What follows belongs to an exercise in optimizing a design on an open flow for small area; a production flow would make more cautious choices.

==> trial 60 <==
==> flow/design.v <==
module ost_desc_decode (
    input  wire [63:0] raw_lo,
    input  wire [63:0] raw_hi,
    input  wire        wide,
    output wire [63:0] base,
    output wire [19:0] limit,
    output wire [3:0]  dtype,
    output wire        s,
    output wire [1:0]  dpl,
    output wire        p,
    output wire        avl,
    output wire        l,
    output wire        db,
    output wire        g
);
    assign limit = {raw_lo[51:48], raw_lo[15:0]};
    assign base  = {(wide ? raw_hi[31:0] : 32'h0), raw_lo[63:56], raw_lo[39:32], raw_lo[31:16]};
    assign dtype = raw_lo[43:40];
    assign s     = raw_lo[44];
    assign dpl   = raw_lo[46:45];
    assign p     = raw_lo[47];
    assign avl   = raw_lo[52];
    assign l     = raw_lo[53];
    assign db    = raw_lo[54];
    assign g     = raw_lo[55];
endmodule
module ost_sel_decode (
    input  wire [15:0] sel,
    output wire [1:0]  rpl,
    output wire        ti,
    output wire [12:0] index
);
    assign rpl   = sel[1:0];
    assign ti    = sel[2];
    assign index = sel[15:3];
endmodule
module ost_ddmd (
    input  wire         clk,
    input  wire         rst,
    input  wire         req_valid,
    output wire         req_ready,
    input  wire [31:0]  req_op,
    input  wire [31:0]  req_in_len,
    input  wire [31:0]  req_out_cap,
    input  wire [95:0]  req_in,         
    output wire         resp_valid,
    input  wire         resp_ready,
    output wire [1:0]   resp_status,
    output wire [31:0]  resp_bytes,
    output wire [319:0] resp_out,       
    output wire         prim_valid,
    output wire [2:0]   prim_cmd,
    output wire [63:0]  prim_addr,
    output wire [63:0]  prim_wdata,
    input  wire         prim_ack,
    input  wire [63:0]  prim_rdata,
    input  wire [15:0]  prim_rlimit,
    input  wire         prim_fault,
    output wire         faulted
);
    localparam [3:0] S_IDLE   = 4'b0000;
    localparam [3:0] S_RESP   = 4'b0001;
    localparam [3:0] S_FAULT  = 4'b0010;
    localparam [3:0] S_SER    = 4'b0011;    
    localparam [3:0] S_RDMSR  = 4'b1000;
    localparam [3:0] S_WRMSR  = 4'b1001;
    localparam [3:0] S_RDSREG = 4'b1010;
    localparam [3:0] S_SGDT   = 4'b1011;
    localparam [3:0] S_MEMLO  = 4'b1100;
    localparam [3:0] S_MEMHI  = 4'b1101;
    reg [3:0]  state;
    reg [1:0]  st;         
    reg        q;          
    reg        m;          
    reg        res;        
    reg        hi_ok;      
    reg [15:0] sel;
    reg [63:0] pa;
    reg [63:0] wd;
    reg [5:0]  cnt;        
    reg        cy;         
    wire s_idle   = (state == S_IDLE);
    wire s_rdmsr  = (state == S_RDMSR);
    wire s_wrmsr  = (state == S_WRMSR);
    wire s_rdsreg = (state == S_RDSREG);
    wire s_sgdt   = (state == S_SGDT);
    wire s_ser    = (state == S_SER);
    wire s_memlo  = (state == S_MEMLO);
    wire s_memhi  = (state == S_MEMHI);
    wire s_resp   = (state == S_RESP);
    wire op_hi0   = (req_op[31:2] == 30'd0);
    wire op_rd    = op_hi0 & (req_op[1:0] == 2'd1);
    wire op_wr    = op_hi0 & (req_op[1:0] == 2'd2);
    wire op_qs    = op_hi0 & (req_op[1:0] == 2'd3);
    wire op_ok    = op_hi0 & (req_op[1:0] != 2'd0);
    wire len_hi0  = (req_in_len[31:4] == 28'd0);
    wire cap_hi0  = (req_out_cap[31:6] == 26'd0);
    wire small_rd = (len_hi0 & (req_in_len[3:0] < 4'd4)) | (cap_hi0 & (req_out_cap[5:0] < 6'd8));
    wire small_wr = (len_hi0 & (req_in_len[3:0] < 4'd12));
    wire small_qs = (len_hi0 & (req_in_len[3:0] < 4'd2)) | (cap_hi0 & (req_out_cap[5:0] < 6'd40));
    wire short_in = (op_rd & small_rd) | (op_wr & small_wr) | (op_qs & small_qs);
    wire bad_idx  = (req_in[15:3] != 13'd0) | (req_in[2] & req_in[1]);
    wire inv      = op_qs & ~short_in & bad_idx;
    wire go       = op_ok & ~short_in & ~inv;
    wire acc = s_idle & req_valid;
    wire ack      = prim_ack;
    wire sel_null = prim_rdata[2] | (prim_rdata[15:3] == 13'd0);
    wire narrow   = prim_rdata[44];
    wire [12:0] index  = sel[15:3];
    wire [16:0] off7   = {1'b0, index, 3'b111};
    wire [16:0] off15  = off7 + 17'd8;
    wire        lo_in  = off7  <= {1'b0, prim_rlimit};
    wire        hi_in  = off15 <= {1'b0, prim_rlimit};
    wire [63:0] off   = {48'd0, index, 3'b000};
    wire        opb   = res ? (cnt == 6'd3) : off[cnt];
    wire        s_bit = pa[0] ^ opb ^ cy;
    wire        s_cy  = (pa[0] & opb) | (pa[0] & cy) | (opb & cy);
    wire        last  = (cnt == 6'd63);
    always @(posedge clk) begin
        if (rst) begin
            state <= S_IDLE;
        end else begin
            case (state)
                S_IDLE: begin
                    if (req_valid) begin
                        if (!go)        state <= S_RESP;
                        else if (op_rd) state <= S_RDMSR;
                        else if (op_wr) state <= S_WRMSR;
                        else            state <= S_RDSREG;
                    end
                end
                S_RDMSR, S_WRMSR, S_MEMHI: begin
                    if (ack) state <= prim_fault ? S_FAULT : S_RESP;
                end
                S_RDSREG: begin
                    if (ack) state <= sel_null ? S_RESP : S_SGDT;
                end
                S_SGDT: begin
                    if (ack) state <= lo_in ? S_SER : S_RESP;
                end
                S_SER: begin
                    if (last) state <= res ? S_MEMHI : S_MEMLO;
                end
                S_MEMLO: begin
                    if (ack) begin
                        if (prim_fault)             state <= S_FAULT;
                        else if (!narrow && hi_ok)  state <= S_SER;
                        else                        state <= S_RESP;
                    end
                end
                S_RESP: begin
                    if (resp_ready) state <= S_IDLE;
                end
                S_FAULT: begin
                    state <= S_FAULT;
                end
                default: state <= S_IDLE;
            endcase
        end
    end
    always @(posedge clk) begin
        if (acc) begin
            st  <= {~op_ok | inv, ~op_ok | short_in};
            q   <= go & op_qs;
            m   <= go & op_rd;
        end
        if (acc)
            res <= 1'b0;
        else if (ack & s_memlo)
            res <= narrow | hi_ok;
        if (ack & s_sgdt)
            hi_ok <= hi_in;
        cnt <= s_ser ? cnt + 6'd1 : 6'd0;
        cy  <= s_ser & s_cy;
    end
    wire sel_ld = ack & (s_rdsreg | s_rdmsr);
    wire unres  = ack & ((s_rdsreg & sel_null) | (s_sgdt & ~lo_in));
    wire w_in   = acc;
    wire w_rd   = ack & (s_rdmsr | (s_memlo & (narrow | hi_ok)));
    wire w_hold = ~(w_in | w_rd | unres | (ack & s_memlo));
    wire p_in   = acc;
    wire p_rd   = ack & ((s_sgdt & lo_in) | s_memhi);
    wire p_sh   = s_ser;
    wire p_hold = ~(p_in | p_rd | p_sh | unres | (ack & s_memlo & (narrow | ~hi_ok)));
    always @(posedge clk) begin
        sel <= ({16{sel_ld}} & prim_rdata[15:0]) | ({16{~sel_ld}} & sel);
        wd  <= ({64{w_in}} & req_in[95:32]) | ({64{w_rd}} & prim_rdata) | ({64{w_hold}} & wd);
        pa[31:0]  <= ({32{p_in}} & req_in[31:0]) | ({32{p_rd}} & prim_rdata[31:0]) |
                     ({32{p_sh}} & pa[32:1]) | ({32{p_hold}} & pa[31:0]);
        pa[63:32] <= ({32{p_rd}} & prim_rdata[63:32]) | ({32{p_sh}} & {s_bit, pa[63:33]}) |
                     ({32{p_hold | p_in}} & pa[63:32]);
    end
    assign req_ready  = s_idle;
    assign resp_valid = s_resp;
    assign faulted    = (state == S_FAULT);
    assign prim_valid = state[3];
    assign prim_cmd   = state[2] ? 3'd4 : {1'b0, state[1:0]};
    assign prim_addr  = pa;
    assign prim_wdata = wd;
    assign resp_status = st;
    assign resp_bytes  = {26'd0, q, 1'b0, q | m, 3'd0};
    wire [63:0] dec_base;
    wire [19:0] dec_limit;
    wire [3:0]  dec_type;
    wire        dec_s, dec_p, dec_avl, dec_l, dec_db, dec_g;
    wire [1:0]  dec_dpl;
    ost_desc_decode u_dec (
        .raw_lo (wd),
        .raw_hi (pa),
        .wide   (1'b1),       
        .base   (dec_base),
        .limit  (dec_limit),
        .dtype  (dec_type),
        .s      (dec_s),
        .dpl    (dec_dpl),
        .p      (dec_p),
        .avl    (dec_avl),
        .l      (dec_l),
        .db     (dec_db),
        .g      (dec_g)
    );
    wire wide = res & ~wd[44];
    assign resp_out[15:0]   = sel;
    assign resp_out[16]     = q ? res  : wd[16];
    assign resp_out[23:17]  = q ? 7'd0 : wd[23:17];
    assign resp_out[24]     = q ? wide : wd[24];
    assign resp_out[31:25]  = q ? 7'd0 : wd[31:25];
    assign resp_out[63:32]  = q ? {12'd0, dec_limit} : wd[63:32];
    assign resp_out[127:64]  = dec_base;
    assign resp_out[135:128] = {4'd0, dec_type};
    assign resp_out[143:136] = {7'd0, dec_s};
    assign resp_out[151:144] = {6'd0, dec_dpl};
    assign resp_out[159:152] = {7'd0, dec_p};
    assign resp_out[167:160] = {7'd0, dec_avl};
    assign resp_out[175:168] = {7'd0, dec_l};
    assign resp_out[183:176] = {7'd0, dec_db};
    assign resp_out[191:184] = {7'd0, dec_g};
    assign resp_out[255:192] = wd;
    assign resp_out[319:256] = pa;
    wire [1:0]  sel_rpl;
    wire        sel_ti;
    wire [12:0] sel_index;
    ost_sel_decode u_sel (
        .sel   (sel),
        .rpl   (sel_rpl),
        .ti    (sel_ti),
        .index (sel_index)
    );
endmodule
==> flow/flow/run.sh <==
#!/bin/bash
# Standard ORFS layout (the standard.sh, standard synthesis unchanged),
# with the port buffers that buffer_ports inserts taken as the smallest
# buffer cell instead of the default delay buffer.
set -euo pipefail
export BUFFER_PORTS_ARGS="-buffer_cell sky130_fd_sc_hd__buf_1"
bash standard.sh > standard_flow.log 2>&1
==> flow/standard.sh <==
#!/bin/bash
# synth_recipe.tcl (not shown) runs the flow's synth.tcl, then flattens the netlist and writes it again
# the make line also repeats each setting of config.mk as NAME=value (left out here)
make -C /OpenROAD-flow-scripts/flow DESIGN_CONFIG=/design/flow/config.mk WORK_HOME=/design/flow/orfs CLKGATE_MAP_FILE= SYNTH_SCRIPT=/design/flow/synth_recipe.tcl "${@:-finish}"
==> flow/config.mk <==
export PLATFORM = sky130hd
export DESIGN_NAME = ost_ddmd
export DESIGN_NICKNAME = ost_ddmd
export VERILOG_FILES = /design/flow/design.v
export SDC_FILE = /design/flow/constraint.sdc
export NUM_CORES = 4
export LEC_CHECK = 0
export CAP_MARGIN = 20
export CORE_AREA = 5 5 195 195
export CTS_BUF_LIST = sky130_fd_sc_hd__clkbuf_8
export DIE_AREA = 0 0 200 200
export SLEW_MARGIN = 40
==> flow/constraint.sdc <==
create_clock -name core_clock -period 10.0 [get_ports {clk}]
set_input_delay 2.0000 -clock core_clock [delete_from_list [all_inputs] [get_ports {clk}]]
set_output_delay 2.0000 -clock core_clock [all_outputs]
set_load 0.01 [all_outputs]
==> inputs of trial 84, as changes to trial 60 <==
- CORE_AREA: 5 5 195 195 -> 5 5 265 265
- DIE_AREA: 0 0 200 200 -> 0 0 270 270
==> qor summary <==
Yosys synthesis warning count: trial 84 1; trial 60 1
Starting density of the core: trial 84 15.6%; trial 60 29.4%
Number of cell rows: trial 84 95; trial 60 69
DIE HEIGHT: trial 84 270 um; trial 60 200 um
Outcome: trial 84 finished clean; trial 60 aborted with a tool error
Stage where the flow stopped: trial 84 -; trial 60 I/O pin placement (3_2_place_iop)
Library cell occupying the most area in the post-synthesis netlist: trial 84 sky130_fd_sc_hd__dfxtp_1; trial 60 sky130_fd_sc_hd__dfxtp_1
Mapped Cells: trial 84 1,291; trial 60 1,291
Area share of fa/ha/maj cells after synthesis: trial 84 3.54%; trial 60 3.54%
Most frequently used cell type in the post-synthesis netlist: trial 84 sky130_fd_sc_hd__buf_4; trial 60 sky130_fd_sc_hd__buf_4
Die outline width: trial 84 270 um; trial 60 200 um
Post-synthesis xor/xnor area fraction: trial 84 1.17%; trial 60 1.17%
Synthesized area per cell: trial 84 8.09 um2; trial 60 8.09 um2
Asr flop ratio synth: trial 84 0%; trial 60 0%
No functional check of the RTL was part of any run of this note.

==> what the ideal ports hide <==
In the flow no input, the clock included, has a driving cell. The finished layout below was timed again as built, in two steps. Step 1, drivers: a clkbuf_16 drives clk and a buf_2 each remaining input, both assumed. Step 2 times the ports against the registers' clock, not the clock port: input delays grow and output delays shrink by t, the midpoint of the rising clock arrivals with the driver on. Three values: no drivers, after step 1, after step 2; two values: the first two.
run: trial 84
shift t [ns]: 0.571
setup WS [ns]: 5.848 / 5.799 / 5.309
worst hold slack (ns): 0.512 / 0.512 / 0.512
worst data-port slew with drivers (ns): 0.12
After both steps setup and hold are still met in trial 84. For trial 84, drivers alone change the setup slack by -0.049 ns; drivers and shift together by -0.539 ns.
